This design comes from an exercise in tuning for small area, a short achievable clock period and few clock cycles on the open sky130 flow, not from production work. Only simulation tests tie the RTL to the original design; equivalence was not proved. Power and IR drop assume default switching activity.

==> run B: inputs <==
## sdr_frame_rx
module sdr_frame_rx (
    input  wire        clk,
    input  wire        rst,
    input  wire        in_valid,
    output wire        in_ready,
    input  wire [7:0]  in_data,
    output reg         out_valid,
    output reg  [7:0]  out_type,
    output reg  [7:0]  out_gid,
    output reg  [7:0]  out_sid,
    output reg  [79:0] out_payload,
    output reg         crc_err
);
    localparam integer N     = 32;              
    localparam [31:0]  SYNC  = 32'h1ACFFC1D;
    localparam [31:0]  CRC_PRE = 32'hFF06CBB9;
    function automatic near_sync(input [31:0] w);
        reg [31:0] x;
        reg [15:0] a1, a2;
        reg [7:0]  b1, b2, b3;
        reg [3:0]  c1, c2, c3;
        reg [1:0]  d1, d2, d3;
        integer i;
        begin
            x = w ^ SYNC;
            for (i = 0; i < 16; i = i + 1) begin
                a1[i] = x[2*i] | x[2*i+1];
                a2[i] = x[2*i] & x[2*i+1];
            end
            for (i = 0; i < 8; i = i + 1) begin
                b1[i] = a1[2*i] | a1[2*i+1];
                b2[i] = a2[2*i] | a2[2*i+1] | (a1[2*i] & a1[2*i+1]);
                b3[i] = (a2[2*i] & a1[2*i+1]) | (a1[2*i] & a2[2*i+1]);
            end
            for (i = 0; i < 4; i = i + 1) begin
                c1[i] = b1[2*i] | b1[2*i+1];
                c2[i] = b2[2*i] | b2[2*i+1] | (b1[2*i] & b1[2*i+1]);
                c3[i] = b3[2*i] | b3[2*i+1] | (b2[2*i] & b1[2*i+1]) | (b1[2*i] & b2[2*i+1]);
            end
            for (i = 0; i < 2; i = i + 1) begin
                d1[i] = c1[2*i] | c1[2*i+1];
                d2[i] = c2[2*i] | c2[2*i+1] | (c1[2*i] & c1[2*i+1]);
                d3[i] = c3[2*i] | c3[2*i+1] | (c2[2*i] & c1[2*i+1]) | (c1[2*i] & c2[2*i+1]);
            end
            near_sync = !(d3[0] | d3[1] | (d2[0] & d1[1]) | (d1[0] & d2[1]));
        end
    endfunction
    function automatic [3:0] ham_dec(input [7:0] c);
        reg [2:0] syn;
        reg [3:0] d;
        begin
            syn = {c[6] ^ c[5] ^ c[3], c[6] ^ c[4] ^ c[3], c[5] ^ c[4] ^ c[3]} ^ c[2:0];
            d = c[6:3];
            case (syn)
                3'd6: d[3] = ~d[3];
                3'd5: d[2] = ~d[2];
                3'd3: d[1] = ~d[1];
                3'd7: d[0] = ~d[0];
                default: ;
            endcase
            ham_dec = d;
        end
    endfunction
  ...
make LEC_CHECK=0 ABC_AREA=1 CAP_MARGIN=20 CORE_MARGIN=2 CORE_UTILIZATION=40 CTS_CLUSTER_DIAMETER=80 CTS_CLUSTER_SIZE=20 SETUP_SLACK_MARGIN=0.5 SLEW_MARGIN=20 finish   # period 22.0 ns
run.sh (not shown) runs the stock make flow with config.mk's settings and CLKGATE_MAP_FILE= SYNTH_SCRIPT=/design/flow/synth_recipe.tcl, a recipe that flattens the netlist after the stock synthesis.
==> run H: changes against run B <==
--- a/flow/design.v
+++ b/flow/design.v
@@ -133,15 +133,15 @@
             2'd0:    crc_b = crc[23:16];     
             2'd1:    crc_b = crc[15:8];      
             default: crc_b = crc[7:0];       
         endcase
     end
     wire bmatch = (gq == ~crc_b);
     wire lastq  = sq && (jq == 5'd26);
-    wire fin_ok = mf && (gq == ~crc[7:0]);
+    wire fin_ok = mf && bmatch;                  
     wire pass   = lastq && fin_ok;
     wire fail   = lastq && !fin_ok;
     wire rewind = fail && rec;
     wire look  = wnew && (wv == 3'd5);
     wire found = look && !parse && any_hit && !pass && !rewind;  
     wire nhit  = parse && look && any_hit;               
     wire step  = wnew && parse || found && hit[0];
@@ -176,15 +176,16 @@
             if (jq <= 5'd2) crc <= CRC_PRE;
             else if (jq <= 5'd23) crc <= crc_f;
             if (jq == 5'd23) mf <= bmatch;
             else mf <= mf & bmatch;
             if (jq == 5'd0) out_type <= gq;
             if (jq == 5'd1) out_gid  <= gq;
             if (jq == 5'd2) out_sid  <= gq;
-            if (jq >= 5'd3 && jq <= 5'd22) out_payload <= {out_payload[75:0], d};
+            for (k = 0; k < 20; k = k + 1)
+                if (jq == k + 3) out_payload[79-4*k -: 4] <= d;
         end
         if (found) sh <= hsh;
         if (found) j <= hit[0] ? 5'd1 : 5'd0;
         else if (step) j <= j + 5'd1;
         bd <= bd_n;
         if (rot && bd == 5'd31) ract <= 1'b1;
         if (rst) begin
==> flow/flow/run.sh (new file) <==
#!/bin/bash
set -euo pipefail
export BUFFER_PORTS_ARGS="-buffer_cell sky130_fd_sc_hd__buf_1"
export CTS_ARGS="-sink_clustering_enable -repair_clock_nets -dont_use_dummy_load -sink_clustering_size 30 -sink_clustering_max_diameter 100"
bash standard.sh > standard_flow.log 2>&1
==> flow/standard.sh (new file) <==
#!/bin/bash
# synth_recipe.tcl (not shown) runs the flow's synth.tcl, then flattens the netlist and writes it again
# the make line also repeats each setting of config.mk as NAME=value (left out here)
make -C /OpenROAD-flow-scripts/flow DESIGN_CONFIG=/design/flow/config.mk WORK_HOME=/design/flow/orfs CLKGATE_MAP_FILE= SYNTH_SCRIPT=/design/flow/synth_recipe.tcl "${@:-finish}"
==> flow/config.mk (replaced) <==
export PLATFORM = sky130hd
export DESIGN_NAME = sdr_frame_rx
export DESIGN_NICKNAME = sdr_frame_rx
export VERILOG_FILES = /design/flow/design.v
export SDC_FILE = /design/flow/constraint.sdc
export NUM_CORES = 4
export LEC_CHECK = 0
export CAP_MARGIN = 20
export CORE_MARGIN = 2
export CORE_UTILIZATION = 40
export SETUP_SLACK_MARGIN = 0.5
export SLEW_MARGIN = 20
removed: flow/run.sh
==> qor summary <==
Clock latency on the worst-skew pair: run H 0.56 ns; run B 0.59 ns
Sequential cell fraction of total power: run H 57.3%; run B 55.0%
Well tap count: run H 615; run B 607
Result of the run: run H timing/DRC/antenna clean; run B timing/DRC/antenna clean
Via count normalized by instance count: run H 5.78; run B 4.96
Clock network area share: run H 2.41%; run B 4.16%
Sum of routed wire segments on met1: run H 22300 um; run B 22000 um
Power density of the placed cells: run H 78.7 nW/um2; run B 79.4 nW/um2
Cell-internal power: run H 0.00117 W; run B 0.00121 W
#MultiIn Comb: run H 1237; run B 1613
Power of the sequential group: run H 0.000935 W; run B 0.000929 W
Layout cells sized above 1: run H 6.79%; run B 3.39%
Final critical-path required period: run H 5.56 ns; run B 5.95 ns
Total Nets Final: run H 1929; run B 2488
Share of total power consumed by net switching: run H 28.1%; run B 28.2%
Final WS setup: run H 16.44 ns; run B 16.05 ns
Testbench counts of run B, summed over its fixed seeds: cycles 22,798.
Testbench counts of run H, summed over its fixed seeds: cycles 22,798.

[afterwards: timing with drivers on the ports]
No port has a modelled driver above. Below, the same layouts with a new extraction and two added sets of constraints. Step 1 assumes that a clkbuf_16 drives the clock port and a buf_2 every other input. Step 2, shift: input delay + t, output delay - t, t = (earliest + latest rising clock arrival at the registers) / 2. This alone moves slack from input paths to output paths. Slacks: no drivers / after step 1 / after step 2; pairs: no drivers / after step 1.
run	t, ns	slack for setup (ns)	hold WS [ns]	clock arrival spread, ns
run B	0.626	16.050 / 15.996 / 16.222	0.319 / 0.319 / 0.319	0.027 / 0.028
run H	0.571	16.443 / 16.390 / 16.318	0.290 / 0.290 / 0.290	0.095 / 0.095
After both steps every run listed still meets setup and hold. The setup slack of run H, which loses most, moves by -0.053 ns with the drivers and by -0.125 ns with both steps.
